Background: an optimization exercise with open tools, aiming at small area, a short achievable clock period and few clock cycles per item. Do not read the settings as production practice.
At most, simulation tests tie the RTL to the original design; equivalence was not proved.
Function not checked in runs 1 and 2: the RTL went through the layout flow alone.
Power is estimated from default activity; no workload was simulated.

$ cat flow/flow/run.sh
#!/bin/bash
# Standard layout, with the I/O port buffers built from a small buffer cell
# instead of the delay cell buffer_ports picks on its own. Synthesis is the
# standard one (standard.sh synth), so the registers keep their names.
set -euo pipefail
bash standard.sh synth > synth.log 2>&1
bash standard.sh BUFFER_PORTS_ARGS="-buffer_cell sky130_fd_sc_hd__buf_2" finish > layout.log 2>&1
$ cat flow/standard.sh
#!/bin/bash
# synth_recipe.tcl (not shown) runs the flow's synth.tcl, then flattens the netlist and writes it again
# the make line also repeats each setting of config.mk as NAME=value (left out here)
make -C /OpenROAD-flow-scripts/flow DESIGN_CONFIG=/design/flow/config.mk WORK_HOME=/design/flow/orfs CLKGATE_MAP_FILE= SYNTH_SCRIPT=/design/flow/synth_recipe.tcl "${@:-finish}"
$ cat flow/config.mk
export PLATFORM = sky130hd
export DESIGN_NAME = uecp_frame_dec
export DESIGN_NICKNAME = uecp_frame_dec
export VERILOG_FILES = /design/flow/design.v
export SDC_FILE = /design/flow/constraint.sdc
export NUM_CORES = 4
export LEC_CHECK = 0
export CAP_MARGIN = 20
export CORE_MARGIN = 2
export CORE_UTILIZATION = 40
export SETUP_SLACK_MARGIN = 1.75
export SLEW_MARGIN = 20
$ cat flow/constraint.sdc
create_clock -name core_clock -period 3.5 [get_ports {clk}]
set_input_delay 0.7000 -clock core_clock [delete_from_list [all_inputs] [get_ports {clk}]]
set_output_delay 0.7000 -clock core_clock [all_outputs]
set_load 0.01 [all_outputs]
$ cat flow/design.v
module uecp_frame_dec (
    input  wire       clk,
    input  wire       rst,
    input  wire       in_valid,
    output wire       in_ready,
    input  wire [7:0] in_data,
    input  wire       in_last,
    output reg        res_valid,
    input  wire       res_ready,
    output reg  [2:0] res_status,
    output wire [9:0] res_site,
    output wire [5:0] res_enc,
    output wire [7:0] res_seq,
    output wire [7:0] res_mel,
    output wire [7:0] res_nelem
);
    localparam [2:0] ST_OK      = 3'd0;
    localparam [2:0] ST_UNKNOWN = 3'd1;
    localparam [2:0] ST_CRC     = 3'd2;
    localparam [2:0] ST_SHORT   = 3'd4;
    localparam [1:0] W_CODE  = 2'd0;   
    localparam [1:0] W_SKIPC = 2'd1;   
    localparam [1:0] W_SKIPL = 2'd2;   
    localparam [1:0] W_LEN   = 2'd3;   
    function [7:0] lut;
        input [7:0] b;
        input       off;
        reg c01, c02, c03, c07, c0A, c13, c1A, c16, c0D, c19, c1C, c2D, c17;
        begin
            c01 = off ? (b == 8'h04) : (b == 8'h01);
            c02 = off ? (b == 8'h05) : (b == 8'h02);
            c03 = off ? (b == 8'h06) : (b == 8'h03);
            c07 = off ? (b == 8'h0A) : (b == 8'h07);
            c0A = off ? (b == 8'h0D) : (b == 8'h0A);
            c13 = off ? (b == 8'h16) : (b == 8'h13);
            c1A = off ? (b == 8'h1D) : (b == 8'h1A);
            c16 = off ? (b == 8'h19) : (b == 8'h16);
            c0D = off ? (b == 8'h10) : (b == 8'h0D);
            c19 = off ? (b == 8'h1C) : (b == 8'h19);
            c1C = off ? (b == 8'h1F) : (b == 8'h1C);
            c2D = off ? (b == 8'h30) : (b == 8'h2D);
            c17 = off ? (b == 8'h1A) : (b == 8'h17);
            lut[7] = c16 | c19 | c1C;
            lut[6] = c01 | c02 | c03 | c07 | c0A | c13 | c1A | c16 | c0D |
                     c19 | c1C | c2D | c17;
            lut[5] = c2D | c17;
            lut[4] = c0A | c13 | c16;
            lut[3] = c02 | c0D;
            lut[2] = c01;
            lut[1] = c02 | c03 | c07 | c1A | c0A | c13;
            lut[0] = c03 | c07 | c1A | c16 | c19 | c1C;
        end
    endfunction
    function [15:0] crc_step;
        input [15:0] a_in;
        input [7:0]  c;
        reg   [15:0] a;
        begin
            a = {a_in[7:0], a_in[15:8]};
            a = a ^ {8'h00, c};
            a = a ^ {12'h000, a[7:4]};
            a = a ^ {a[3:0], 12'h000};
            a = a ^ {3'b000, a[7:0], 5'b00000};
            crc_step = a;
        end
    endfunction
    reg        rdy;           
    reg        first;         
    reg        esc;           
    reg  [7:0] u_r;           
    reg  [7:0] l_r;           
    reg        uz_r, u1_r;    
    reg        uv_r;          
    reg        end_r;         
    reg        endesc_r;      
    reg        rst_r;         
    reg        pend;          
    assign in_ready = rdy;
    wire accept = in_valid && rdy;
    wire mid    = !first && !in_last;
    always @(posedge clk) begin
        if (rst) begin
            first <= 1'b1;
            esc   <= 1'b0;
        end else if (accept) begin
            first <= in_last;
            esc   <= mid && !esc && (in_data == 8'hFD);
        end
    end
    always @(posedge clk)
        rst_r <= rst;
    wire end_nx = accept && in_last;
    always @(posedge clk) begin
        if (rst) begin
            uv_r  <= 1'b0;
            end_r <= 1'b0;
        end else begin
            uv_r  <= accept && mid && (esc || in_data != 8'hFD);
            end_r <= end_nx;
        end
    end
    always @(posedge clk) begin
        u_r      <= esc ? (in_data + 8'hFD) : in_data;
        l_r      <= lut(in_data, esc);
        uz_r     <= esc ? (in_data == 8'h03) : (in_data == 8'h00);
        u1_r     <= esc ? (in_data == 8'h04) : (in_data == 8'h01);
        endesc_r <= esc;
    end
    wire u_go = uv_r;
    wire e_go = end_r;
    wire       lskip1 = l_r[7];
    wire       lv     = l_r[6];
    wire       llen   = l_r[5];
    wire       lskipl = l_r[4];
    wire [3:0] lskip  = l_r[3:0];
    reg [15:0] crc;
    reg        crc_ok;        
    reg  [2:0] ph;            
    reg        inb;           
    reg  [7:0] addr_hi, addr_lo, seq, mel;
    reg  [6:0] nelem;         
    reg  [7:0] body_rem;
    reg  [1:0] wstate;
    reg        werr;
    reg  [7:0] skip;
    reg        skip1;         
    assign res_site  = {addr_hi, addr_lo[7:6]};
    assign res_enc   = addr_lo[5:0];
    assign res_seq   = seq;
    assign res_mel   = mel;
    assign res_nelem = {1'b0, nelem};
    reg [2:0] verdict;
    always @(*) begin
        if (endesc_r || ph < 3'd2)
            verdict = ST_SHORT;
        else if (!crc_ok)
            verdict = ST_CRC;
        else if (ph != 3'd6)
            verdict = ST_SHORT;
        else if (werr)
            verdict = ST_UNKNOWN;
        else if (wstate != W_CODE)
            verdict = ST_SHORT;
        else
            verdict = ST_OK;
    end
    wire ok  = !endesc_r && crc_ok && ph == 3'd6 && !werr && wstate == W_CODE;
    wire busy  = res_valid && !res_ready;
    wire put_e = e_go && !busy;            
    wire put_p = pend && !busy;            
    wire clr   = (put_e && !ok) || put_p;
    wire res_valid_nx = busy || put_e || put_p;
    wire pend_nx      = busy && (pend || e_go);
    wire first_nx     = accept ? in_last : first;
    wire rdy_nx       = first_nx ? !(pend_nx || (end_nx && res_valid_nx))
                                 : !(res_valid_nx || end_nx || pend_nx);
    always @(posedge clk) begin
        if (rst) begin
            res_valid <= 1'b0;
            pend      <= 1'b0;
            rdy       <= 1'b1;
        end else begin
            res_valid <= res_valid_nx;
            pend      <= pend_nx;
            rdy       <= rdy_nx;
        end
    end
    always @(posedge clk)
        if (put_e || put_p)
            res_status <= put_e ? verdict : ST_SHORT;
    wire [15:0] crc_nx = crc_step(crc, u_r);
    always @(posedge clk) begin
        if (rst_r || e_go) begin
            crc    <= 16'hFFFF;
            crc_ok <= 1'b0;
            ph     <= 3'd0;
            inb    <= 1'b0;
        end else if (u_go) begin
            crc    <= crc_nx;
            crc_ok <= (crc_nx == 16'h1D0F);
            if (!ph[2] || (ph == 3'd4 && !inb) || ph == 3'd5)
                ph <= ph + 3'd1;
            if (ph == 3'd3)
                inb <= !uz_r;
            else if (inb && body_rem == 8'd1)
                inb <= 1'b0;
        end
    end
    always @(posedge clk) begin
        if (u_go) begin
            if (ph == 3'd3)
                body_rem <= u_r;
            else
                body_rem <= body_rem - 8'd1;
        end
    end
    always @(posedge clk) begin
        if (clr) begin
            addr_hi <= 8'd0;
            addr_lo <= 8'd0;
            seq     <= 8'd0;
            mel     <= 8'd0;
        end else if (u_go && !ph[2]) begin
            addr_hi <= addr_lo;
            addr_lo <= seq;
            seq     <= mel;
            mel     <= u_r;
        end
    end
    wire b_go = u_go && inb && !werr;
    always @(posedge clk) begin
        if (clr || (u_go && ph == 3'd3))
            nelem <= 7'd0;
        else if (b_go && ((wstate == W_SKIPC && skip1) || (wstate == W_LEN && uz_r)))
            nelem <= nelem + 7'd1;        
    end
    always @(posedge clk) begin
        if (rst_r || e_go) begin
            wstate <= W_CODE;
            werr   <= 1'b0;
        end else if (b_go) begin
            case (wstate)
                W_CODE: begin
                    if (!lv)
                        werr <= 1'b1;
                    else if (llen)
                        wstate <= W_LEN;
                    else
                        wstate <= lskipl ? W_SKIPL : W_SKIPC;
                end
                W_SKIPC, W_SKIPL: begin
                    if (skip1)
                        wstate <= (wstate == W_SKIPL) ? W_LEN : W_CODE;
                end
                W_LEN: begin
                    if (!uz_r)
                        wstate <= W_SKIPC;
                    else
                        wstate <= W_CODE;
                end
            endcase
        end
    end
    always @(posedge clk) begin
        if (b_go) begin
            case (wstate)
                W_CODE:  begin skip <= {4'd0, lskip}; skip1 <= lskip1;         end
                W_LEN:   begin skip <= u_r;           skip1 <= u1_r;           end
                default: begin skip <= skip - 8'd1;   skip1 <= (skip == 8'd2); end
            endcase
        end
    end
endmodule
==> results of run 1 <==
-- synth_stat cells (all sizes together), types with 3 or more instances --
library cell  number
o31ai              3
nor4b              5
nor3              11
a22oi              5
dfxtp             89
and3               4
nor3b              4
inv               18
nor2              42
ha                18
clkbuf            25
nor2b              9
nand4              5
xnor2             33
a21oi             47
xor2              15
nor4               8
edfxtp            20
a211o              5
nand2b             9
buf                5
or4                3
a221oi             5
mux2i              4
o21ai             29
or2                3
nand2            122
nand3              6
xnor3              3
a31oi              5
-- cell type report --
type / count / area share
Clock buffer: 10 / 0.0395
Clock inverter: 6 / 0.0119
Inverter: 18 / 0.0123
Multi-Input combinational cell: 426 / 0.442
Sequential cell: 109 / 0.379
Tap cell: 172 / 0.0340
Timing Repair Buffer: 75 / 0.0811
-- power by group --
| part | internal [mW] | leakage (nW) | switching (mW) |
|---|---|---|---|
| clock network | 0.608 | 0.156 | 0.473 |
| registers | 1.30 | 0.889 | 0.0308 |
| logic | 0.0992 | 1.43 | 0.112 |
| total | 2.01 | 2.48 | 0.617 |
-- routing by layer --
layer  wire (µm)  up-vias  global-route usage
met3         481       22              0.0452
met1        5520     1950               0.226
met2        5480       97               0.277
li1            -     2104                   -
met5           0        -                   0
met4         217        0              0.0482
-- tightest hold or removal path, delay by kind of cell (launching register included) --
| kind | cells | cell delay (ns) |
|---|---|---|
| flops | 1 | 0.31 |
| simple gates | 1 | 0.05 |
| compound gates | 1 | 0.05 |
-- logic make-up (layout without fill, tap and decap cells) --
family,after synthesis,count (layout),synth area share
simple gates,237,237,0.211
flops,109,109,0.463
mux,5,5,0.00998
buf+inv,48,109,0.0363
compound gates,113,113,0.130
xor+xnor,52,52,0.104
other cells,1,1,0.000730
fa+ha+maj,18,18,0.0438
-- what timing repair did --
action,CTS,global route
gates resized for setup,52,14
pin swaps,9,4
gates cloned,1,0
buffers inserted,11,3
endpoints found under the setup margin,53,33
-- through the flow --
step           area, µm²  std cells
3_5_place_dp        5590        785
5_1_grt             6330        816
6_report            6330        816
4_1_cts             6250        813
3_3_place_gp        5590        785
2_1_floorplan       5190        583
-- state kept, by name, summed over array words and instances (netlist names), 2 cells and up --
register and cells:
crc 16, addr_hi 8, addr_lo 8, body_rem 8, l_r 8, mel 8
seq 8, skip 8, u_r 8, nelem 7, ph 3, res_status 3
wstate 2
-- worst paths after layout --
kind	endpoint	slack [ns]	cells after the start
worst max-delay path	l_r[6]	1.63	8
worst max register to register	l_r[6]	1.72	5
worst min-delay path	addr_hi[6]	0.46	2
worst min register to register	addr_hi[6]	0.46	2
==> results.py, run 1 <==
metrics = {
    "clocking": {
        "ctsHtreeMaxLevel": 3,
        "tritoncts.num_buffers": 9,
        "cts_hold_repair.buffers": 0,
        "cts-root-to-sink-buffers": 2,
        "cts_num_sinks": 109,
        "cts_root_buf": "clkbuf_16",
        "clkSlewWorstSetupHoldPaths_ns": 0.07,
        "clk-insertion-delay-late_ns": 0.36,
        "cts_tree": "done",
    },
    "synthesis": {
        "library_cells_used_by_synthesis": 56,
        "count_of_flip_flops_with_a_built_in_enable_after_synthesis": 20,
        "synth-seq-area-share": 0.463,
        "async_reset_ff_frac": 0,
        "synth_cells": 583,
        "netlist.top_cell.by_area": "dfxtp_1",
        "synthDominantCellAreaShare": 0.347,
        "syn-num-nets": 614,
        "synth.area.top_cells": "dfxtp_1, edfxtp_1, nand2_1",
        "synth_seq_cells": 109,
        "avgSynthCellArea_um2": 8.82,
        "yosysWarningCount": 1,
        "synthesis.area_mm2": 0.00514,
        "synth_flop_cell": "dfxtp_1",
    },
    "floorplanning": {
        "ioPinCount": 58,
        "die_w_um": 117,
        "die_area_mm2": 0.0138,
        "placementRows": 41,
        "die_span_y_um": 117,
        "initial_core_utilization": 0.409,
        "placeableCoreArea_mm2": 0.0126,
    },
    "finish": {
        "combined_area_of_the_multi_input_logic_cells_mm2": 0.00280,
        "most_common_library_cell_in_the_layout_ignoring_fill_and_taps": "nand2_1",
        "fin_util": 0.503,
        "nets": 670,
        "final_cell_mix": "nand2_1, dfxtp_1, buf_2, a21oi_1, nor2_1",
        "area.sequential_mm2": 0.00240,
        "post_route_cells_drive_above_1_share": 0.210,
        "flow.area_growth_from_synthesis_pct": 23.1,
        "ant_cells": 0,
        "fillCellCount": 1203,
    },
    "timing": {
        "finalClockSkew_ns": 0.0136,
        "setup_violations": 0,
        "final-hold-violation-count": 0,
        "fin_hold_ws_ns": 0.456,
        "setup_total_negative_slack_ns": 0,
        "grt_setup_unrepaired": "yes",
        "setup_ws_ns": 1.63,
        "timing.fmax_mhz": 535,
        "timing_max_transition_violations_final": 0,
        "max_slew_margin": 0.455,
        "timing.final.crit_period_ns": 1.87,
        "final_min_period_over_clock_period": 0.534,
        "worstMarginPinSlew_ns": 0.814,
    },
    "global_route": {
        "globalRoute.totalOverflow": 0,
        "antenna_violations_before_repair": 0,
        "first_global_vias": 3901,
        "grt_pass1_wl_mm": 19.1,
        "grt_util_all_layers": 0.171,
        "grt_start_max_net_pins": 33,
    },
    "worst_hold_path": {
        "worstHoldPathType": "register to register",
        "launch_point_of_the_worst_hold_path": "addr_hi[6]",
    },
    "critical_path": {
        "startpoint_type_of_the_worst_setup_path": "input port",
        "crit_path_top_delay_cell": "or4_1",
        "critical_path_required_ns": 3.72,
        "worstSetupPathType": "input port to register",
        "timing.critical_path.cells": "buf_12, inv_4, ha_4, and3b_1, a211o_1, o211ai_1, nand2_1, or4_1",
        "worst_setup_path_startpoint": "in_data[0]",
        "worst_r2r_startpoint": "esc",
        "top_cell_family_by_delay_on_the_critical_path": "simple AND/OR/NAND/NOR gates",
        "path_max_fanout": 10,
        "critical-path-max-stage-delay_ns": 0.41,
        "crit_path_end_kind": "register",
        "path_buf_inv": 2,
        "worst_ep_arrival_time_ns": 2.09,
    },
    "outcome": {
        "outcome": "no timing/DRC/antenna violations",
    },
    "pwr": {
        "vdd.ir_drop.worst_mv": 0.354,
        "cellLeakagePower_nw": 2.48,
        "power_per_cell_area_mw_per_mm2": 415,
        "power_mw": 2.62,
    },
    "drt": {
        "routed-via-count": 4173,
        "routedWlPerCell_um": 14.3,
        "vias_per_cell": 5.11,
        "detail_route.first_pass.iterations": 4,
        "drt_iter0_drc": 200,
        "finalWirelength_mm": 11.7,
        "detail-route-antenna-nets": 0,
        "drc": 0,
    },
    "place": {
        "detailed_place_hpwl_mm": 7.86,
        "port-buffer-count": 56,
        "place_worst_setup_slack_ns": 1.10,
        "gp_routability_congestion": 0.873,
    },
    "run": {
        "cap_violations": 0,
    },
}
==> run 2, diff against run 1 <==
--- a/flow/config.mk
+++ b/flow/config.mk
@@ -9,4 +9,4 @@
 export CORE_MARGIN = 2
 export CORE_UTILIZATION = 40
-export SETUP_SLACK_MARGIN = 1.75
+export SETUP_SLACK_MARGIN = 1.85
 export SLEW_MARGIN = 20
==> results.py, run 2 <==
metrics = {
    "outcome": {
        "outcome": "no timing/DRC/antenna violations",
    },
    "drt": {
        "routedWlPerCell_um": 14.8,
        "vias_per_cell": 5.15,
        "routed-via-count": 4226,
        "drc": 0,
        "finalWirelength_mm": 12.1,
        "detail_route.first_pass.iterations": 5,
        "detail-route-antenna-nets": 0,
        "drt_iter0_drc": 234,
    },
    "global_route": {
        "antenna_violations_before_repair": 0,
        "first_global_vias": 4159,
        "grt_pass1_wl_mm": 20.0,
        "grt_util_all_layers": 0.178,
        "grt_start_max_net_pins": 33,
        "globalRoute.totalOverflow": 0,
    },
    "clocking": {
        "ctsHtreeMaxLevel": 3,
        "clk-insertion-delay-late_ns": 0.36,
        "tritoncts.num_buffers": 9,
        "cts_root_buf": "clkbuf_16",
        "cts-root-to-sink-buffers": 2,
        "clkSlewWorstSetupHoldPaths_ns": 0.08,
        "cts_tree": "done",
        "cts_hold_repair.buffers": 0,
        "cts_num_sinks": 109,
    },
    "critical_path": {
        "path_buf_inv": 2,
        "worstSetupPathType": "input port to register",
        "crit_path_top_delay_cell": "or4_1",
        "worst_setup_path_startpoint": "in_data[1]",
        "worst_r2r_startpoint": "esc",
        "worst_ep_arrival_time_ns": 2.05,
        "path_max_fanout": 7,
        "crit_path_end_kind": "register",
        "top_cell_family_by_delay_on_the_critical_path": "compound AO/OA/AOI/OAI gates",
        "timing.critical_path.cells": "buf_12, inv_4, ha_4, a31oi_1, o22ai_1, a32o_2, or4_1",
        "critical_path_required_ns": 3.73,
        "startpoint_type_of_the_worst_setup_path": "input port",
        "critical-path-max-stage-delay_ns": 0.48,
    },
    "finish": {
        "ant_cells": 0,
        "largest_reg_flops": 16,
        "fillCellCount": 1173,
        "fin_util": 0.512,
        "nets": 675,
        "post_route_cells_drive_above_1_share": 0.234,
        "area.sequential_mm2": 0.00241,
        "final_cell_mix": "nand2_1, dfxtp_1, buf_2, a21oi_1, nor2_1",
        "flow.area_growth_from_synthesis_pct": 25.2,
        "most_common_library_cell_in_the_layout_ignoring_fill_and_taps": "nand2_1",
        "registers.top_by_ff_count": "crc",
        "combined_area_of_the_multi_input_logic_cells_mm2": 0.00288,
    },
    "synthesis": {
        "dominant_cell_by_count_in_the_synthesized_netlist": "nand2_1",
        "synth_flop_cell": "dfxtp_1",
        "async_reset_ff_frac": 0,
        "synthDominantCellAreaShare": 0.347,
        "count_of_flip_flops_with_a_built_in_enable_after_synthesis": 20,
        "synthTopCellsByCount": "nand2_1, dfxtp_1, a21oi_1",
        "synth-seq-area-share": 0.463,
        "netlist.top_cell.by_area": "dfxtp_1",
        "synth_cells": 583,
        "avgSynthCellArea_um2": 8.82,
        "yosysWarningCount": 1,
        "synth_seq_cells": 109,
        "syn-num-nets": 614,
        "synthesis.area_mm2": 0.00514,
        "library_cells_used_by_synthesis": 56,
        "synth.area.top_cells": "dfxtp_1, edfxtp_1, nand2_1",
    },
    "worst_hold_path": {
        "worstHoldPathType": "register to register",
        "launch_point_of_the_worst_hold_path": "addr_hi[2]",
    },
    "timing": {
        "max_slew_margin": 0.414,
        "timing.final.crit_period_ns": 1.82,
        "finalClockSkew_ns": 0.00896,
        "grt_setup_unrepaired": "yes",
        "timing.fmax_mhz": 548,
        "final_min_period_over_clock_period": 0.521,
        "setup_violations": 0,
        "setup_total_negative_slack_ns": 0,
        "timing_max_transition_violations_final": 0,
        "fin_hold_ws_ns": 0.455,
        "worstMarginPinSlew_ns": 0.875,
        "final-hold-violation-count": 0,
    },
    "place": {
        "gp_routability_congestion": 0.856,
        "port-buffer-count": 56,
        "detailed_place_hpwl_mm": 7.76,
    },
    "pwr": {
        "vdd.ir_drop.worst_mv": 0.208,
        "power_per_cell_area_mw_per_mm2": 400,
        "p_int_mw": 1.94,
        "power_switching_uw": 636,
        "cellLeakagePower_nw": 2.51,
        "power_mw": 2.57,
        "combinational_power_share": 0.086,
        "switching_share": 0.247,
        "seq_power_share": 0.516,
        "power.clock.fraction": 0.398,
    },
    "floorplanning": {
        "die_span_y_um": 117,
        "die_area_mm2": 0.0138,
        "placementRows": 41,
        "die_w_um": 117,
        "initial_core_utilization": 0.409,
        "placeableCoreArea_mm2": 0.0126,
        "ioPinCount": 58,
    },
    "run": {
        "cap_violations": 0,
    },
}
==> run 2: through the flow <==
step,instance area (µm²),cells,worst slack (ns)
2_1_floorplan,5240,583,1.45
3_3_place_gp,5590,783,1.13
3_5_place_dp,5590,783,1.11
4_1_cts,6340,820,1.73
5_1_grt,6430,821,1.61
6_report,6430,821,1.68
==> run 2: cell type report <==
cell class | instances | share of cell area
Clock inverter | 6 | 0.00817
Timing Repair Buffer | 80 | 0.0852
Inverter | 18 | 0.0124
Tap cell | 172 | 0.0334
Sequential cell | 109 | 0.374
Multi-Input combinational cell | 426 | 0.448
Clock buffer | 10 | 0.0389
==> run 2: worst paths after layout <==
kind | slack, ns | cells after the start | to
max | 1.68 | 7 | l_r[6]
min | 0.45 | 2 | addr_hi[2]
max reg2reg | 1.71 | 5 | l_r[6]
min reg2reg | 0.45 | 2 | addr_hi[2]
==> run 2: worst register-to-register path, delay by kind of cell, from the launching register on <==
family	cells	cell delay [ns]
AND/OR/NAND/NOR	4	0.80
AO/OA/AOI/OAI	1	0.29
flip-flops	1	0.58
==> run 2: timing repair <==
action / in CTS / in global routing
pin swaps: 13 / 2
gates resized for setup: 64 / 13
cloned: 1 / 0
hold endpoints to repair: 0 / 0
buffers inserted: 20 / 1
endpoints found under the setup margin: 61 / 14
==> run 2: power by group through the flow <==
stage / Combinational (mW) / Sequential [mW] / Clock [mW]
5_1_grt: 0.240 / 1.33 / 1.10
3_3_place_gp: 0.177 / 1.36 / 0
3_5_place_dp: 0.178 / 1.36 / 0
4_1_cts: 0.216 / 1.33 / 1.05
6_report: 0.221 / 1.33 / 1.03
2_1_floorplan: 0.133 / 1.35 / 0
==> run 2: kinds of logic (layout without fill, tap and decap cells) <==
| kind of cell | after synthesis | in the layout | share of synthesized area |
|---|---|---|---|
| mux | 5 | 5 | 0.00998 |
| compound gates | 113 | 113 | 0.130 |
| flops | 109 | 109 | 0.463 |
| xor+xnor | 52 | 52 | 0.104 |
| other cells | 1 | 1 | 0.000730 |
| simple gates | 237 | 237 | 0.211 |
| buf+inv | 48 | 114 | 0.0363 |
| fa+ha+maj | 18 | 18 | 0.0438 |
==> run 2: layer usage <==
metal / up-vias / global-route usage / part of all wire / wire [µm]
li1: 2109 / - / - / -
met1: 1964 / 0.240 / 0.46 / 5600
met2: 116 / 0.268 / 0.45 / 5460
met3: 37 / 0.0340 / 0.051 / 619
met4: 0 / 0.104 / 0.038 / 462
met5: - / 0 / 0 / 0
==> run 3, diff against run 2 <==
--- a/flow/design.v
+++ b/flow/design.v
@@ -23,5 +23,5 @@
     localparam [1:0] W_SKIPL = 2'd2;   
     localparam [1:0] W_LEN   = 2'd3;   
-    function [7:0] lut;
+    function [6:0] lut;
         input [7:0] b;
         input       off;
@@ -41,7 +41,5 @@
             c2D = off ? (b == 8'h30) : (b == 8'h2D);
             c17 = off ? (b == 8'h1A) : (b == 8'h17);
-            lut[7] = c16 | c19 | c1C;
-            lut[6] = c01 | c02 | c03 | c07 | c0A | c13 | c1A | c16 | c0D |
-                     c19 | c1C | c2D | c17;
+            lut[6] = c16 | c19 | c1C;
             lut[5] = c2D | c17;
             lut[4] = c0A | c13 | c16;
@@ -69,5 +67,5 @@
     reg        esc;           
     reg  [7:0] u_r;           
-    reg  [7:0] l_r;           
+    reg  [6:0] l_r;           
     reg        uz_r, u1_r;    
     reg        uv_r;          
@@ -109,6 +107,6 @@
     wire u_go = uv_r;
     wire e_go = end_r;
-    wire       lskip1 = l_r[7];
-    wire       lv     = l_r[6];
+    wire       lskip1 = l_r[6];
+    wire       lv     = l_r[5] || l_r[3:0] != 4'd0;    
     wire       llen   = l_r[5];
     wire       lskipl = l_r[4];
--- a/flow/config.mk
+++ b/flow/config.mk
@@ -9,4 +9,4 @@
 export CORE_MARGIN = 2
 export CORE_UTILIZATION = 40
-export SETUP_SLACK_MARGIN = 1.85
+export SETUP_SLACK_MARGIN = 1.75
 export SLEW_MARGIN = 20
==> results.py, run 3 <==
metrics = {
    "finish": {
        "layout.cells.non_filler": 782,
        "nets": 636,
        "ant_cells": 0,
        "fillCellCount": 1235,
        "final_cell_mix": "nand2_1, dfxtp_1, buf_2, a21oi_1, nor2_1",
        "registers.top_by_ff_count": "crc",
        "largest_reg_flops": 16,
        "flow.area_growth_from_synthesis_pct": 17.3,
        "most_common_library_cell_in_the_layout_ignoring_fill_and_taps": "nand2_1",
        "post_route_cells_drive_above_1_share": 0.189,
    },
    "global_route": {
        "first_global_vias": 3731,
        "globalRoute.totalOverflow": 0,
        "grt_util_all_layers": 0.172,
        "antenna_violations_before_repair": 0,
        "grt_pass1_wl_mm": 18.2,
        "grt_start_max_net_pins": 33,
    },
    "worst_hold_path": {
        "whs_path_depth": 2,
        "worstHoldPathType": "register to register",
    },
    "outcome": {
        "outcome": "no timing/DRC/antenna violations",
    },
    "synthesis": {
        "syn-num-nets": 591,
        "synthTopCellsByCount": "nand2_1, dfxtp_1, a21oi_1",
        "synthesis.area_mm2": 0.00510,
        "synth_cells": 560,
        "synth.area.top_cells": "dfxtp_1, edfxtp_1, nand2_1",
        "async_reset_ff_frac": 0,
        "synth_flop_cell": "dfxtp_1",
        "library_cells_used_by_synthesis": 58,
        "avgSynthCellArea_um2": 9.12,
        "synth-seq-area-share": 0.463,
        "synth_seq_cells": 108,
        "count_of_flip_flops_with_a_built_in_enable_after_synthesis": 20,
        "dominant_cell_by_count_in_the_synthesized_netlist": "nand2_1",
        "yosysWarningCount": 1,
        "netlist.top_cell.by_area": "dfxtp_1",
        "synthDominantCellAreaShare": 0.345,
    },
    "timing": {
        "final_min_period_over_clock_period": 0.486,
        "timing_max_transition_violations_final": 0,
        "timing.fmax_mhz": 588,
        "final-hold-violation-count": 0,
        "worstMarginPinSlew_ns": 0.762,
        "max_slew_margin": 0.490,
        "timing.final.crit_period_ns": 1.70,
        "setup_ws_ns": 1.80,
        "setup_total_negative_slack_ns": 0,
        "grt_setup_unrepaired": "yes",
        "fin_hold_ws_ns": 0.452,
        "setup_violations": 0,
        "finalClockSkew_ns": 0.00477,
    },
    "drt": {
        "routedWlPerCell_um": 14.4,
        "routed-via-count": 4044,
        "drc": 0,
        "drt_iter0_drc": 363,
        "detail_route.first_pass.iterations": 5,
        "detail-route-antenna-nets": 0,
        "finalWirelength_mm": 11.3,
        "vias_per_cell": 5.17,
    },
    "place": {
        "detailed_place_hpwl_mm": 7.61,
        "port-buffer-count": 56,
        "post-place-cells": 762,
        "gp_routability_congestion": 0.869,
        "place_worst_setup_slack_ns": 1.34,
    },
    "floorplanning": {
        "die_span_y_um": 117,
        "die_area_mm2": 0.0137,
        "ioPinCount": 58,
        "placementRows": 41,
        "placeableCoreArea_mm2": 0.0125,
        "die_w_um": 117,
        "initial_core_utilization": 0.408,
    },
    "clocking": {
        "tritoncts.num_buffers": 9,
        "cts-root-to-sink-buffers": 2,
        "cts_tree": "done",
        "cts_hold_repair.buffers": 0,
        "cts_num_sinks": 108,
        "ctsHtreeMaxLevel": 3,
        "clkSlewWorstSetupHoldPaths_ns": 0.07,
        "cts_root_buf": "clkbuf_16",
        "clk-insertion-delay-late_ns": 0.34,
    },
    "critical_path": {
        "reg2reg_to": "addr_lo[5]",
        "path_max_fanout": 16,
        "critical-path-max-stage-delay_ns": 0.37,
        "crit_path_end_kind": "register",
        "worst_ep_arrival_time_ns": 1.94,
        "timing.critical_path.cells": "inv_1, ha_4, nor4b_4, a211oi_4, buf_6, bufbuf_16, a21oi_1",
        "reg2regPathDepth": 7,
        "worst_setup_path_endpoint": "addr_lo[5]",
        "startpoint_type_of_the_worst_setup_path": "register",
        "worstSetupPathType": "register to register",
        "internal_reg_to_reg_setup_slack_ns": 1.80,
        "crit_path_top_delay_cell": "dfxtp_2",
        "critical_path_required_ns": 3.73,
        "worst_setup_path_startpoint": "wstate[0]",
        "worst_r2r_startpoint": "wstate[0]",
    },
    "pwr": {
        "power_mw": 2.56,
        "power_per_cell_area_mw_per_mm2": 428,
        "cellLeakagePower_nw": 2.26,
        "vdd.ir_drop.worst_mv": 0.233,
    },
    "run": {
        "cap_violations": 0,
    },
}
## run 3: how the worst min path moves through the flow
stage	start	end	slack, ns
floorplan	esc	endesc_r	0.33
global placement	addr_hi[5]	addr_hi[5]	0.44
detailed placement	addr_hi[5]	addr_hi[5]	0.45
CTS	addr_hi[5]	addr_hi[5]	0.46
global route	addr_hi[5]	addr_hi[5]	0.47
finish	addr_hi[5]	addr_hi[5]	0.45
## run 3: routing by layer
layer / part of all wire / global-route usage / vias up / wire (µm)
met3: 0.038 / 0.0232 / 18 / 431
met1: 0.47 / 0.229 / 1908 / 5350
met5: 0 / 0 / - / 0
li1: - / - / 2014 / -
met2: 0.46 / 0.279 / 104 / 5250
met4: 0.023 / 0.0776 / 0 / 255
## run 3: what timing repair did
action	CTS	global route
setup endpoints to repair	52	56
setup buffers	1	1
cloned	1	1
pin swaps	1	1
resized for setup	15	13
## run 3: per-stage QoR
| step | utilization | cell area [µm²] |
|---|---|---|
| 5_1_grt | 0.478 | 5990 |
| 2_1_floorplan | - | 5100 |
| 3_5_place_dp | 0.439 | 5500 |
| 6_report | 0.478 | 5990 |
| 3_3_place_gp | 0.439 | 5500 |
| 4_1_cts | 0.474 | 5930 |
## run 3: cells by family (layout without fill, tap and decap cells)
group,after synthesis,count (layout),synth area share
AO/OA/AOI/OAI,108,108,0.126
XOR/XNOR,52,52,0.101
adder cells (fa/ha/maj),18,18,0.0441
buffers and inverters,46,96,0.0387
flip-flops,108,108,0.463
multiplexers,9,9,0.0179
other,1,1,0.000735
AND/OR/NAND/NOR,218,218,0.209
## run 3: worst max-delay path, delay by kind of cell (launching register included)
| family | cells | cell delay [ns] |
|---|---|---|
| AO/OA/AOI/OAI | 2 | 0.34 |
| flip-flops | 1 | 0.37 |
| AND/OR/NAND/NOR | 1 | 0.15 |
| adder cells (fa/ha/maj) | 1 | 0.21 |
| buffers and inverters | 3 | 0.51 |
## run 3: power by group
| group | internal [mW] | total, mW | switching [mW] | leakage (nW) |
|---|---|---|---|---|
| logic | 0.0746 | 0.176 | 0.101 | 1.22 |
| registers | 1.29 | 1.32 | 0.0303 | 0.879 |
| clock network | 0.630 | 1.07 | 0.441 | 0.162 |
| total | 1.99 | 2.56 | 0.572 | 2.26 |
## run 3: cell type report
| class | instances | area (µm²) | share of cell area |
|---|---|---|---|
| repair buffers | 62 | 370 | 0.0619 |
| clock buffers | 15 | 320 | 0.0535 |
| repair inverters | 1 | 5.00 | 0.000836 |
| clock inverters | 1 | 8.76 | 0.00146 |
| inverters | 17 | 67.6 | 0.0113 |
| multi-input cells | 406 | 2630 | 0.439 |
| well taps | 172 | 215 | 0.0359 |
| flip-flops and latches | 108 | 2370 | 0.396 |
Testbench counts of run 3, summed over its fixed seeds: cycles 39,609, frames 384.
==> run 4, diff against run 3 <==
--- a/flow/config.mk
+++ b/flow/config.mk
@@ -9,4 +9,4 @@
 export CORE_MARGIN = 2
 export CORE_UTILIZATION = 40
-export SETUP_SLACK_MARGIN = 1.75
+export SETUP_SLACK_MARGIN = 1.9
 export SLEW_MARGIN = 20
==> results.py, run 4 <==
metrics = {
    "critical_path": {
        "startpoint_type_of_the_worst_setup_path": "register",
        "critical-path-max-stage-delay_ns": 0.38,
        "path_max_fanout": 5,
        "top_cell_family_by_delay_on_the_critical_path": "flip-flops",
        "reg2reg_to": "nelem[5]",
        "internal_reg_to_reg_setup_slack_ns": 1.95,
        "path_buf_inv": 1,
        "timing.critical_path.cells": "buf_2",
        "worst_r2r_startpoint": "wstate[1]",
        "crit_path_end_kind": "output port",
        "critical_path_required_ns": 2.80,
        "worstSetupPathType": "register to output port",
        "crit_path_top_delay_cell": "dfxtp_2",
        "worst_ep_arrival_time_ns": 0.86,
        "reg2regPathDepth": 7,
    },
    "timing": {
        "final-hold-violation-count": 0,
        "final_min_period_over_clock_period": 0.446,
        "timing_max_transition_violations_final": 0,
        "finalClockSkew_ns": 0.00983,
        "fin_hold_ws_ns": 0.449,
        "worstMarginPinSlew_ns": 0.769,
        "setup_violations": 0,
        "grt_setup_unrepaired": "yes",
        "timing.fmax_mhz": 640,
        "setup_total_negative_slack_ns": 0,
        "max_slew_margin": 0.486,
        "timing.final.crit_period_ns": 1.56,
    },
    "clocking": {
        "cts_hold_repair.buffers": 0,
        "clk-insertion-delay-late_ns": 0.34,
        "ctsHtreeMaxLevel": 3,
        "cts_tree": "done",
        "tritoncts.num_buffers": 9,
        "cts_root_buf": "clkbuf_16",
        "cts_num_sinks": 108,
        "cts-root-to-sink-buffers": 2,
        "clkSlewWorstSetupHoldPaths_ns": 0.07,
    },
    "synthesis": {
        "synth_seq_cells": 108,
        "synth-seq-area-share": 0.463,
        "yosysWarningCount": 1,
        "library_cells_used_by_synthesis": 58,
        "avgSynthCellArea_um2": 9.12,
        "async_reset_ff_frac": 0,
        "syn-num-nets": 591,
        "synth_flop_cell": "dfxtp_1",
        "synthesis.area_mm2": 0.00510,
        "dominant_cell_by_count_in_the_synthesized_netlist": "nand2_1",
        "netlist.top_cell.by_area": "dfxtp_1",
        "synthDominantCellAreaShare": 0.345,
        "synth.area.top_cells": "dfxtp_1, edfxtp_1, nand2_1",
        "synth_cells": 560,
        "count_of_flip_flops_with_a_built_in_enable_after_synthesis": 20,
        "synthTopCellsByCount": "nand2_1, dfxtp_1, a21oi_1",
    },
    "drt": {
        "detail-route-antenna-nets": 0,
        "routed-via-count": 4079,
        "vias_per_cell": 5.11,
        "finalWirelength_mm": 11.3,
        "drt_iter0_drc": 213,
        "drc": 0,
        "detail_route.first_pass.iterations": 4,
        "routedWlPerCell_um": 14.1,
    },
    "run": {
        "cap_violations": 0,
    },
    "worst_hold_path": {
        "launch_point_of_the_worst_hold_path": "addr_hi[4]",
        "worstHoldPathType": "register to register",
        "whs_path_depth": 2,
        "whs_endpoint": "addr_hi[4]",
    },
    "outcome": {
        "outcome": "no timing/DRC/antenna violations",
    },
    "finish": {
        "flow.area_growth_from_synthesis_pct": 22.4,
        "post_route_cells_drive_above_1_share": 0.254,
        "largest_reg_flops": 16,
        "nets": 653,
        "most_common_library_cell_in_the_layout_ignoring_fill_and_taps": "nand2_1",
        "final_cell_mix": "nand2_1, dfxtp_1, buf_2, a21oi_1, nor2_1",
        "layout.cells.non_filler": 799,
        "registers.top_by_ff_count": "crc",
        "ant_cells": 0,
        "finalInstanceArea_mm2": 0.00625,
    },
    "place": {
        "post-place-cells": 763,
        "postPlaceCellArea_mm2": 0.00553,
        "gp_routability_congestion": 0.848,
        "detailed_place_hpwl_mm": 7.59,
        "port-buffer-count": 56,
    },
    "pwr": {
        "power_mw": 2.49,
        "cellLeakagePower_nw": 2.38,
        "power_per_cell_area_mw_per_mm2": 398,
        "vdd.ir_drop.worst_mv": 0.234,
    },
    "global_route": {
        "globalRoute.totalOverflow": 0,
        "grt_start_max_net_pins": 33,
        "grt_util_all_layers": 0.167,
        "grt_pass1_wl_mm": 17.9,
        "antenna_violations_before_repair": 0,
        "first_global_vias": 3722,
    },
    "floorplanning": {
        "ioPinCount": 58,
        "die_span_y_um": 117,
        "die_area_mm2": 0.0137,
        "placeableCoreArea_mm2": 0.0125,
        "die_w_um": 117,
        "placementRows": 41,
        "initial_core_utilization": 0.408,
    },
}
-- run 4: cells by family (layout without fill, tap and decap cells) --
kind of cell             Yosys count  after routing  synth area share
XOR/XNOR                          52             52             0.101
AO/OA/AOI/OAI                    108            108             0.126
AND/OR/NAND/NOR                  218            218             0.209
buffers and inverters             46            113            0.0387
adder cells (fa/ha/maj)           18             18            0.0441
multiplexers                       9              9            0.0179
flip-flops                       108            108             0.463
other                              1              1          0.000735
-- run 4: layout make-up --
| cell class | count | area, µm² |
|---|---|---|
| Tap cell | 172 | 215 |
| Sequential cell | 108 | 2390 |
| Timing Repair Buffer | 79 | 517 |
| Fill cell | 1182 | 6270 |
| Clock inverter | 6 | 56.3 |
| Clock buffer | 10 | 239 |
| Timing Repair inverter | 1 | 5.00 |
| Multi-Input combinational cell | 406 | 2760 |
| Inverter | 17 | 72.6 |
-- run 4: where the power goes --
part           total, mW  internal, mW  switching (mW)
registers           1.31          1.28          0.0293
clock network      0.986         0.518           0.469
logic              0.189        0.0821           0.107
total               2.49          1.88           0.605
-- run 4: how the worst max path moves through the flow --
stage	startpoint	endpoint	slack [ns]	cells after the start
global route	in_data[1]	l_r[3]	1.88	7
detailed placement	wstate[1]	nelem[2]	1.39	7
finish	nelem[0]	res_nelem[0]	1.94	1
global placement	wstate[0]	nelem[4]	1.44	7
CTS	nelem[3]	res_nelem[3]	1.91	1
floorplan	in_data[2]	u_r[7]	1.78	5
-- run 4: metal layers --
layer	share of wire	wire length (µm)	global-route usage	vias to the layer above
met3	0.043	483	0.0273	13
li1	-	-	-	2050
met4	0.018	206	0.0588	0
met5	0	0	0	-
met1	0.45	5100	0.219	1916
met2	0.49	5470	0.278	100
-- run 4: timing repair --
action,CTS,global route
setup endpoints to repair,63,70
gates resized for setup,29,35
setup buffers,7,10
pin swaps,2,11
gates cloned,2,1
-- run 4: stage by stage --
step                       util  worst slack, ns
final                     0.499             1.94
after global routing      0.499             1.88
after CTS                 0.480             1.91
after detailed placement  0.442             1.39
after global placement    0.442             1.44
after floorplan               -             1.78
==> run 5, diff against run 4 <==
--- a/flow/config.mk
+++ b/flow/config.mk
@@ -9,4 +9,4 @@
 export CORE_MARGIN = 2
 export CORE_UTILIZATION = 40
-export SETUP_SLACK_MARGIN = 1.9
+export SETUP_SLACK_MARGIN = 1.95
 export SLEW_MARGIN = 20
==> results.py, run 5 <==
metrics = {
    "outcome": {
        "outcome": "no timing/DRC/antenna violations",
    },
    "synthesis": {
        "syn-num-nets": 591,
        "synth_seq_cells": 108,
        "synthesis.area_mm2": 0.00510,
        "avgSynthCellArea_um2": 9.12,
        "muxShareOfSynthArea": 0.0179,
        "synth-compound-area-share": 0.126,
        "library_cells_used_by_synthesis": 58,
        "synth-seq-area-share": 0.463,
        "count_of_flip_flops_with_a_built_in_enable_after_synthesis": 20,
        "synthXorXnorAreaFrac": 0.101,
        "synth.area.top_cells": "dfxtp_1, edfxtp_1, nand2_1",
        "async_reset_ff_frac": 0,
        "synthTopCellsByCount": "nand2_1, dfxtp_1, a21oi_1",
        "synth_top_family_by_area": "simple AND/OR/NAND/NOR gates",
        "yosysWarningCount": 1,
        "synthDominantCellAreaShare": 0.345,
        "dominant_cell_by_count_in_the_synthesized_netlist": "nand2_1",
        "synth-simple-area-share": 0.209,
        "synth_cells": 560,
        "netlist.top_cell.by_area": "dfxtp_1",
        "synth_flop_cell": "dfxtp_1",
        "synthesized_area_fraction_occupied_by_adder_cells": 0.0441,
    },
    "floorplanning": {
        "initial_core_utilization": 0.408,
        "die_area_mm2": 0.0137,
        "ioPinCount": 58,
        "placementRows": 41,
        "placeableCoreArea_mm2": 0.0125,
        "die_span_y_um": 117,
        "die_w_um": 117,
    },
    "place": {
        "gp_routability_congestion": 0.858,
        "port-buffer-count": 56,
        "detailed_place_hpwl_mm": 7.55,
        "postPlaceCellArea_mm2": 0.00556,
    },
    "clocking": {
        "cts_hold_repair.buffers": 0,
        "tritoncts.num_buffers": 9,
        "cts_root_buf": "clkbuf_16",
        "clkSlewWorstSetupHoldPaths_ns": 0.07,
        "cts_num_sinks": 108,
        "ctsHtreeMaxLevel": 3,
        "cts_tree": "done",
        "cts-root-to-sink-buffers": 2,
        "clk-insertion-delay-late_ns": 0.35,
    },
    "drt": {
        "routed-via-count": 4266,
        "finalWirelength_mm": 12.5,
        "routedWlPerCell_um": 15.0,
        "vias_per_cell": 5.14,
        "detail-route-antenna-nets": 0,
        "drt_iter0_drc": 241,
        "detail_route.first_pass.iterations": 4,
        "drc": 0,
    },
    "pwr": {
        "vdd.ir_drop.worst_mv": 0.222,
        "seq_power_share": 0.527,
        "power_per_cell_area_mw_per_mm2": 366,
        "switching_share": 0.234,
        "power.clock.fraction": 0.384,
        "power_switching_uw": 585,
        "p_int_mw": 1.91,
        "combinational_power_share": 0.090,
        "cellLeakagePower_nw": 2.59,
    },
    "critical_path": {
        "startpoint_type_of_the_worst_setup_path": "register",
        "crit_path_end_kind": "register",
        "worst_ep_arrival_time_ns": 1.91,
        "worstSetupPathType": "register to register",
        "critical_path_required_ns": 3.78,
        "path_max_fanout": 8,
    },
    "timing": {
        "final_min_period_over_clock_period": 0.466,
        "timing_max_transition_violations_final": 0,
        "final-hold-violation-count": 0,
        "worstMarginPinSlew_ns": 0.742,
        "timing.final.crit_period_ns": 1.63,
        "grt_setup_unrepaired": "yes",
        "setup_total_negative_slack_ns": 0,
        "setup_violations": 0,
        "finalClockSkew_ns": 0.0112,
        "max_slew_margin": 0.504,
        "timing.fmax_mhz": 613,
    },
    "run": {
        "cap_violations": 0,
    },
    "global_route": {
        "globalRoute.totalOverflow": 0,
        "first_global_vias": 3882,
        "grt_pass1_wl_mm": 18.9,
        "grt_start_max_net_pins": 33,
        "antenna_violations_before_repair": 0,
        "grt_util_all_layers": 0.177,
    },
    "finish": {
        "post_route_cells_drive_above_1_share": 0.394,
        "most_common_library_cell_in_the_layout_ignoring_fill_and_taps": "nand2_1",
        "flow.area_growth_from_synthesis_pct": 33.6,
        "largest_reg_flops": 16,
        "registers.top_by_ff_count": "crc",
        "fin_util": 0.545,
        "finalInstanceArea_mm2": 0.00682,
        "ant_cells": 0,
        "final_cell_mix": "nand2_1, buf_2, dfxtp_1, buf_4, nor2_1",
        "nets": 684,
        "fillCellCount": 1131,
    },
    "worst_hold_path": {
        "worstHoldPathType": "register to register",
    },
}
[run 5: cell counts after synthesis]
Identical to the previous run, type by type.
[run 5: power groups by stage]
stage                     clock network [mW]  logic, mW  registers [mW]
final                                  0.959      0.224            1.32
after global routing                    1.03      0.243            1.32
after CTS                              0.981      0.203            1.32
after detailed placement                   0      0.172            1.35
after global placement                     0      0.170            1.35
after floorplan                            0      0.124            1.34
[run 5: per-stage QoR]
stage	worst slack [ns]	total power [mW]	hold WS (ns)	cells
4_1_cts	1.89	2.50	0.458	799
2_1_floorplan	1.78	1.46	0.332	560
6_report	1.87	2.50	0.465	830
5_1_grt	1.78	2.59	0.476	830
3_3_place_gp	1.43	1.52	0.439	763
3_5_place_dp	1.34	1.52	0.450	763
[run 5: routing by layer]
| layer | up-vias | track usage | part of all wire |
|---|---|---|---|
| met5 | - | 0 | 0 |
| met1 | 2050 | 0.234 | 0.46 |
| met2 | 90 | 0.291 | 0.49 |
| met3 | 19 | 0.0345 | 0.031 |
| li1 | 2107 | - | - |
| met4 | 0 | 0.0612 | 0.020 |
[run 5: cells by family after synthesis]
kind of cell | after synthesis
AO/OA/AOI/OAI | 108
AND/OR/NAND/NOR | 218
adder cells (fa/ha/maj) | 18
XOR/XNOR | 52
buffers and inverters | 46
flip-flops | 108
multiplexers | 9
other | 1
[run 5: cell type report]
cell class / instances / area [µm²] / area share
multi-input combinational: 406 / 2970 / 0.435
sequential: 108 / 2430 / 0.356
timing repair buffer: 109 / 848 / 0.124
clock buffer: 15 / 268 / 0.0393
tap: 172 / 215 / 0.0315
inverter: 17 / 75.1 / 0.0110
timing repair inverter: 2 / 10.0 / 0.00147
clock inverter: 1 / 7.51 / 0.00110
[run 5: final timing paths]
check / from / end / slack (ns) / depth (start not counted)
min: addr_lo[1] / addr_hi[1] / 0.47 / 2
min reg2reg: addr_lo[1] / addr_hi[1] / 0.47 / 2
max: wstate[0] / addr_lo[3] / 1.87 / 9
max reg2reg: wstate[0] / addr_lo[3] / 1.87 / 9
[run 5: repair_timing]
item,in CTS,in global routing
pin swaps,5,23
gates cloned,4,1
resized for setup,73,83
endpoints found under the setup margin,94,101
buffers inserted,16,30
[run 5: critical path: stages, from the launching register on]
cell and delay, ns:
dfxtp_4 0.36, inv_4 0.06, ha_4 0.13, nor4b_4 0.26
a211oi_4 0.11, buf_4 0.16, buf_6 0.12, buf_12 0.12
buf_16 0.14, a21oi_2 0.10
==> run 6, diff against run 5 <==
--- a/flow/config.mk
+++ b/flow/config.mk
@@ -9,4 +9,4 @@
 export CORE_MARGIN = 2
 export CORE_UTILIZATION = 40
-export SETUP_SLACK_MARGIN = 1.95
+export SETUP_SLACK_MARGIN = 2.0
 export SLEW_MARGIN = 20
==> results.py, run 6 <==
metrics = {
    "critical_path": {
        "top_cell_family_by_delay_on_the_critical_path": "flip-flops",
        "reg2regPathDepth": 7,
        "path_buf_inv": 2,
        "startpoint_type_of_the_worst_setup_path": "register",
        "internal_reg_to_reg_setup_slack_ns": 1.92,
        "crit_path_end_kind": "register",
        "cp_num_cells": 7,
        "timing.critical_path.cells": "inv_4, ha_4, nor4b_4, a211oi_4, buf_6, nand2b_4, nor2_2",
        "path_max_fanout": 7,
        "worstSetupPathType": "register to register",
        "critical_path_required_ns": 3.73,
        "worst_setup_path_startpoint": "wstate[1]",
        "critical-path-max-stage-delay_ns": 0.39,
        "reg2reg_to": "nelem[4]",
        "worst_setup_path_endpoint": "nelem[4]",
        "worst_r2r_startpoint": "wstate[1]",
        "crit_path_top_delay_cell": "dfxtp_4",
        "worst_ep_arrival_time_ns": 1.81,
    },
    "floorplanning": {
        "die_span_y_um": 117,
        "ioPinCount": 58,
        "initial_core_utilization": 0.408,
        "placeableCoreArea_mm2": 0.0125,
        "placementRows": 41,
        "die_w_um": 117,
        "die_area_mm2": 0.0137,
    },
    "drt": {
        "routed-via-count": 4284,
        "detail_route.first_pass.iterations": 4,
        "vias_per_cell": 5.09,
        "drc": 0,
        "detail-route-antenna-nets": 0,
        "routedWlPerCell_um": 15.2,
        "finalWirelength_mm": 12.8,
        "drt_iter0_drc": 253,
    },
    "clocking": {
        "cts_hold_repair.buffers": 0,
        "ctsHtreeMaxLevel": 3,
        "cts_root_buf": "clkbuf_16",
        "tritoncts.num_buffers": 9,
        "cts_tree": "done",
        "clkSlewWorstSetupHoldPaths_ns": 0.07,
        "cts_num_sinks": 108,
        "cts-root-to-sink-buffers": 2,
        "clk-insertion-delay-late_ns": 0.35,
    },
    "synthesis": {
        "synth_seq_cells": 108,
        "synth_cells": 560,
        "netlist.top_cell.by_area": "dfxtp_1",
        "synthesis.area_mm2": 0.00510,
        "count_of_flip_flops_with_a_built_in_enable_after_synthesis": 20,
        "avgSynthCellArea_um2": 9.12,
        "synth-seq-area-share": 0.463,
        "synthDominantCellAreaShare": 0.345,
        "synth_flop_cell": "dfxtp_1",
        "dominant_cell_by_count_in_the_synthesized_netlist": "nand2_1",
        "synthTopCellsByCount": "nand2_1, dfxtp_1, a21oi_1",
        "library_cells_used_by_synthesis": 58,
        "async_reset_ff_frac": 0,
        "syn-num-nets": 591,
        "yosysWarningCount": 1,
        "synth.area.top_cells": "dfxtp_1, edfxtp_1, nand2_1",
    },
    "worst_hold_path": {
        "worstHoldPathType": "register to register",
    },
    "finish": {
        "most_common_library_cell_in_the_layout_ignoring_fill_and_taps": "nand2_1",
        "post_route_cells_drive_above_1_share": 0.427,
        "largest_reg_flops": 16,
        "ant_cells": 0,
        "nets": 696,
        "flow.area_growth_from_synthesis_pct": 40.6,
        "fillCellCount": 1083,
        "final_cell_mix": "nand2_1, buf_4, buf_6, dfxtp_2, nor2_1",
        "registers.top_by_ff_count": "crc",
    },
    "pwr": {
        "switching_share": 0.240,
        "cellLeakagePower_nw": 2.67,
        "power.clock.fraction": 0.386,
        "power_mw": 2.54,
        "power_switching_uw": 609,
        "combinational_power_share": 0.095,
        "vdd.ir_drop.worst_mv": 0.306,
        "p_int_mw": 1.93,
        "power_per_cell_area_mw_per_mm2": 354,
        "seq_power_share": 0.519,
    },
    "global_route": {
        "grt_util_all_layers": 0.178,
        "antenna_violations_before_repair": 0,
        "globalRoute.totalOverflow": 0,
        "grt_start_max_net_pins": 33,
        "grt_pass1_wl_mm": 18.9,
        "first_global_vias": 3917,
    },
    "timing": {
        "max_slew_margin": 0.653,
        "worstMarginPinSlew_ns": 0.518,
        "timing.fmax_mhz": 635,
        "grt_setup_unrepaired": "yes",
        "setup_violations": 0,
        "final-hold-violation-count": 0,
        "finalClockSkew_ns": 0.00726,
        "timing.final.crit_period_ns": 1.58,
        "timing_max_transition_violations_final": 0,
        "final_min_period_over_clock_period": 0.450,
        "setup_total_negative_slack_ns": 0,
    },
    "place": {
        "port-buffer-count": 56,
        "gp_routability_congestion": 0.881,
        "detailed_place_hpwl_mm": 7.68,
    },
    "outcome": {
        "outcome": "no timing/DRC/antenna violations",
    },
    "run": {
        "cap_violations": 0,
    },
}
[run 6: kinds of logic after synthesis]
kind of cell,count (synthesis),synth area share
buf+inv,46,0.0387
simple gates,218,0.209
other cells,1,0.000735
flops,108,0.463
fa+ha+maj,18,0.0441
compound gates,108,0.126
xor+xnor,52,0.101
mux,9,0.0179
[run 6: how the worst min path moves through the flow]
stage | startpoint | to | slack (ns) | cells past startpoint
2_1_floorplan | esc | endesc_r | 0.33 | 0
3_3_place_gp | addr_hi[5] | addr_hi[5] | 0.44 | 2
3_5_place_dp | addr_hi[5] | addr_hi[5] | 0.44 | 2
4_1_cts | addr_hi[5] | addr_hi[5] | 0.46 | 2
5_1_grt | seq[5] | seq[5] | 0.50 | 2
6_report | addr_lo[1] | addr_hi[1] | 0.47 | 2
[run 6: power groups by stage]
| stage | Sequential (mW) | Combinational (mW) | Clock (mW) |
|---|---|---|---|
| finish | 1.32 | 0.241 | 0.980 |
| CTS | 1.32 | 0.213 | 1.00 |
| global route | 1.32 | 0.262 | 1.04 |
| global placement | 1.34 | 0.172 | 0 |
| detailed placement | 1.35 | 0.173 | 0 |
| floorplan | 1.34 | 0.125 | 0 |
[run 6: cell type report]
class                   instances  area [µm²]  area share
clock buffers                  11         254      0.0354
well taps                     172         215      0.0300
multi-input cells             406        3020       0.420
repair buffers                122        1130       0.157
flip-flops and latches        108        2440       0.340
repair inverters                1        7.51     0.00105
clock inverters                 5        33.8     0.00471
inverters                      17        80.1      0.0112
[run 6: timing repair]
action	4_1_cts	5_1_grt
setup endpoints to repair	129	122
cloned	1	2
pin swaps	11	13
setup buffers	43	16
resized for setup	127	83
[run 6: metal layers]
metal / routed length (µm) / part of all wire / track usage / up-vias
met4: 218 / 0.017 / 0.0706 / 0
met3: 421 / 0.033 / 0.0283 / 18
li1: - / - / - / 2132
met2: 6480 / 0.51 / 0.301 / 93
met1: 5660 / 0.44 / 0.229 / 2041
met5: 0 / 0 / 0 / -
[run 6: metrics by stage]
| stage | worst slack, ns | hold slack [ns] | cells | instance area [µm²] | util |
|---|---|---|---|---|---|
| final | 1.92 | 0.470 | 842 | 7180 | 0.573 |
| after global routing | 1.89 | 0.497 | 842 | 7180 | 0.573 |
| after CTS | 1.90 | 0.459 | 824 | 6680 | 0.534 |
| after detailed placement | 1.23 | 0.443 | 764 | 5580 | 0.446 |
| after global placement | 1.26 | 0.440 | 764 | 5580 | 0.446 |
| after floorplan | 1.78 | 0.332 | 560 | 5210 | - |
[run 6: worst min-delay path, delay by kind of cell, from the launching register on]
kind | cells | cell delay [ns]
flip-flops | 1 | 0.33
AND/OR/NAND/NOR | 1 | 0.07
AO/OA/AOI/OAI | 1 | 0.04
==> run 7, diff against run 6 <==
--- a/flow/config.mk
+++ b/flow/config.mk
@@ -9,4 +9,4 @@
 export CORE_MARGIN = 2
 export CORE_UTILIZATION = 40
-export SETUP_SLACK_MARGIN = 2.0
+export SETUP_SLACK_MARGIN = 1.8
 export SLEW_MARGIN = 20
==> results.py, run 7 <==
metrics = {
    "outcome": {
        "outcome": "no timing/DRC/antenna violations",
    },
    "synthesis": {
        "synth.area.top_cells": "dfxtp_1, edfxtp_1, nand2_1",
        "synth_flop_cell": "dfxtp_1",
        "dominant_cell_by_count_in_the_synthesized_netlist": "nand2_1",
        "synthDominantCellAreaShare": 0.345,
        "synth-seq-area-share": 0.463,
        "library_cells_used_by_synthesis": 58,
        "async_reset_ff_frac": 0,
        "synthesis.area_mm2": 0.00510,
        "yosysWarningCount": 1,
        "count_of_flip_flops_with_a_built_in_enable_after_synthesis": 20,
        "synth_cells": 560,
        "synth_seq_cells": 108,
        "netlist.top_cell.by_area": "dfxtp_1",
        "avgSynthCellArea_um2": 9.12,
        "syn-num-nets": 591,
        "synthTopCellsByCount": "nand2_1, dfxtp_1, a21oi_1",
    },
    "place": {
        "gp_routability_congestion": 0.865,
        "post-place-cells": 762,
        "port-buffer-count": 56,
        "detailed_place_hpwl_mm": 7.69,
    },
    "timing": {
        "fin_hold_ws_ns": 0.453,
        "worstMarginPinSlew_ns": 0.688,
        "max_slew_margin": 0.540,
        "grt_setup_unrepaired": "yes",
        "timing_max_transition_violations_final": 0,
        "setup_total_negative_slack_ns": 0,
        "setup_violations": 0,
        "timing.fmax_mhz": 616,
        "final-hold-violation-count": 0,
        "finalClockSkew_ns": 0.00901,
        "final_min_period_over_clock_period": 0.463,
        "timing.final.crit_period_ns": 1.62,
    },
    "pwr": {
        "combinational_power_share": 0.073,
        "vdd.ir_drop.worst_mv": 0.233,
        "power.clock.fraction": 0.409,
        "power_mw": 2.54,
        "seq_power_share": 0.518,
        "power_switching_uw": 590,
        "p_int_mw": 1.95,
        "power_per_cell_area_mw_per_mm2": 415,
        "cellLeakagePower_nw": 2.33,
        "switching_share": 0.232,
    },
    "critical_path": {
        "worst_ep_arrival_time_ns": 0.92,
        "worst_setup_path_startpoint": "nelem[0]",
        "cp_num_cells": 1,
        "critical-path-max-stage-delay_ns": 0.41,
        "crit_path_end_kind": "output port",
        "internal_reg_to_reg_setup_slack_ns": 1.88,
        "worstSetupPathType": "register to output port",
        "crit_path_top_delay_cell": "dfxtp_1",
        "reg2regPathDepth": 8,
        "reg2reg_to": "nelem[1]",
        "worst_setup_path_endpoint": "res_nelem[0]",
        "path_buf_inv": 1,
        "top_cell_family_by_delay_on_the_critical_path": "flip-flops",
        "startpoint_type_of_the_worst_setup_path": "register",
        "worst_r2r_startpoint": "ph[0]",
        "path_max_fanout": 5,
        "critical_path_required_ns": 2.80,
        "timing.critical_path.cells": "buf_2",
    },
    "drt": {
        "drc": 0,
        "vias_per_cell": 5.07,
        "drt_iter0_drc": 263,
        "finalWirelength_mm": 11.3,
        "detail-route-antenna-nets": 0,
        "routedWlPerCell_um": 14.3,
        "detail_route.first_pass.iterations": 5,
        "routed-via-count": 4016,
    },
    "finish": {
        "post_route_cells_drive_above_1_share": 0.215,
        "flow.area_growth_from_synthesis_pct": 19.7,
        "ant_cells": 0,
        "final_cell_mix": "nand2_1, dfxtp_1, buf_2, a21oi_1, nor2_1",
        "layout.cells.non_filler": 792,
        "nets": 646,
        "fin_util": 0.488,
        "most_common_library_cell_in_the_layout_ignoring_fill_and_taps": "nand2_1",
        "fillCellCount": 1208,
        "largest_reg_flops": 16,
        "registers.top_by_ff_count": "crc",
    },
    "floorplanning": {
        "die_w_um": 117,
        "ioPinCount": 58,
        "initial_core_utilization": 0.408,
        "placementRows": 41,
        "placeableCoreArea_mm2": 0.0125,
        "die_span_y_um": 117,
        "die_area_mm2": 0.0137,
    },
    "global_route": {
        "antenna_violations_before_repair": 0,
        "met3_usage": 0.0386,
        "grt_use_met1": 0.211,
        "grt_start_max_net_pins": 33,
        "globalRoute.totalOverflow": 0,
        "grt_util_all_layers": 0.171,
        "gr-usage-met2": 0.290,
        "grt_pass1_wl_mm": 18.1,
        "grt.busiest_layer": "met2",
        "first_global_vias": 3798,
    },
    "clocking": {
        "clkSlewWorstSetupHoldPaths_ns": 0.07,
        "cts-root-to-sink-buffers": 2,
        "cts_root_buf": "clkbuf_16",
        "tritoncts.num_buffers": 9,
        "cts_tree": "done",
        "cts_num_sinks": 108,
        "ctsHtreeMaxLevel": 3,
        "clk-insertion-delay-late_ns": 0.34,
    },
    "run": {
        "cap_violations": 0,
    },
    "worst_hold_path": {
        "worstHoldPathType": "register to register",
    },
}
==> run 7: cell type report <==
class | count | area [µm²] | area share
clock buffers | 10 | 239 | 0.0391
repair inverters | 1 | 5.00 | 0.000819
flip-flops and latches | 108 | 2370 | 0.388
multi-input cells | 406 | 2670 | 0.437
well taps | 172 | 215 | 0.0352
clock inverters | 6 | 68.8 | 0.0113
repair buffers | 72 | 470 | 0.0770
inverters | 17 | 67.6 | 0.0111
==> run 7: worst min path at each step <==
stage,start,to,slack [ns],cells past startpoint
final,addr_hi[5],addr_hi[5],0.45,2
after global routing,addr_hi[1],addr_hi[1],0.47,2
after CTS,addr_hi[5],addr_hi[5],0.46,2
after detailed placement,addr_hi[5],addr_hi[5],0.45,2
after global placement,addr_hi[5],addr_hi[5],0.44,2
after floorplan,esc,endesc_r,0.33,0
==> run 7: what timing repair did <==
item	CTS	global route
pin swaps	0	3
hold buffers	0	0
resized for setup	14	26
gates cloned	2	0
setup buffers	6	6
endpoints found under the hold margin	0	0
setup endpoints to repair	53	50
==> run 7: stage by stage <==
stage / cell area (µm²) / worst slack (ns)
3_3_place_gp: 5510 / 1.43
5_1_grt: 6110 / 1.78
2_1_floorplan: 5130 / 1.78
4_1_cts: 5960 / 1.80
6_report: 6110 / 1.88
3_5_place_dp: 5510 / 1.37
==> run 7: logic make-up after synthesis <==
| logic type | Yosys count | synth area share |
|---|---|---|
| AO/OA/AOI/OAI | 108 | 0.126 |
| XOR/XNOR | 52 | 0.101 |
| adder cells (fa/ha/maj) | 18 | 0.0441 |
| buffers and inverters | 46 | 0.0387 |
| flip-flops | 108 | 0.463 |
| multiplexers | 9 | 0.0179 |
| other | 1 | 0.000735 |
| AND/OR/NAND/NOR | 218 | 0.209 |
==> run 7: power groups by stage <==
stage	registers, mW	logic, mW	clock network, mW
2_1_floorplan	1.34	0.118	0
3_3_place_gp	1.35	0.164	0
3_5_place_dp	1.35	0.167	0
4_1_cts	1.32	0.180	1.07
5_1_grt	1.32	0.205	1.12
6_report	1.31	0.185	1.04
==> run 7: layer usage <==
| metal | vias up | part of all wire |
|---|---|---|
| met5 | - | 0 |
| met4 | 0 | 0.017 |
| met3 | 17 | 0.055 |
| met2 | 95 | 0.49 |
| met1 | 1868 | 0.44 |
| li1 | 2036 | - |

what the ideal ports hide:
In the flow no input, the clock included, has a driving cell. The finished layouts below were timed again as built, in two steps. Step 1 (the two cells are an assumption about what drives the block):
set clk [get_ports {clk}]
set_driving_cell -lib_cell sky130_fd_sc_hd__clkbuf_16 $clk
set_driving_cell -lib_cell sky130_fd_sc_hd__buf_2 [delete_from_list [all_inputs] $clk]
Step 2 adds t to the input delays and takes it off the output delays; t is the mean of the earliest and latest rising clock arrival at the registers after step 1. Input paths then give back, and output paths get back, about the clock's delay inside the block. Slacks: ideal / step 1 / step 2; pairs: ideal / step 1.
run | t (ns) | setup WS [ns] | hold WS [ns] | worst data-port slew with drivers (ns)
run 1 | 0.388 | 1.630 / 1.607 / 1.219 | 0.456 / 0.456 / 0.456 | 0.07
run 2 | 0.392 | 1.676 / 1.652 / 1.261 | 0.455 / 0.455 / 0.455 | 0.06
run 3 | 0.379 | 1.799 / 1.799 / 1.492 | 0.452 / 0.452 / 0.452 | 0.03
run 4 | 0.374 | 1.937 / 1.901 / 1.617 | 0.449 / 0.449 / 0.449 | 0.03
run 5 | 0.380 | 1.868 / 1.868 / 1.561 | 0.465 / 0.465 / 0.465 | 0.04
run 6 | 0.385 | 1.924 / 1.885 / 1.674 | 0.470 / 0.470 / 0.470 | 0.04
run 7 | 0.379 | 1.878 / 1.839 / 1.532 | 0.453 / 0.453 / 0.453 | 0.03
After both steps every run listed still meets setup and hold. The setup slack of run 2, which loses most, moves by -0.024 ns with the drivers and by -0.415 ns with both steps.
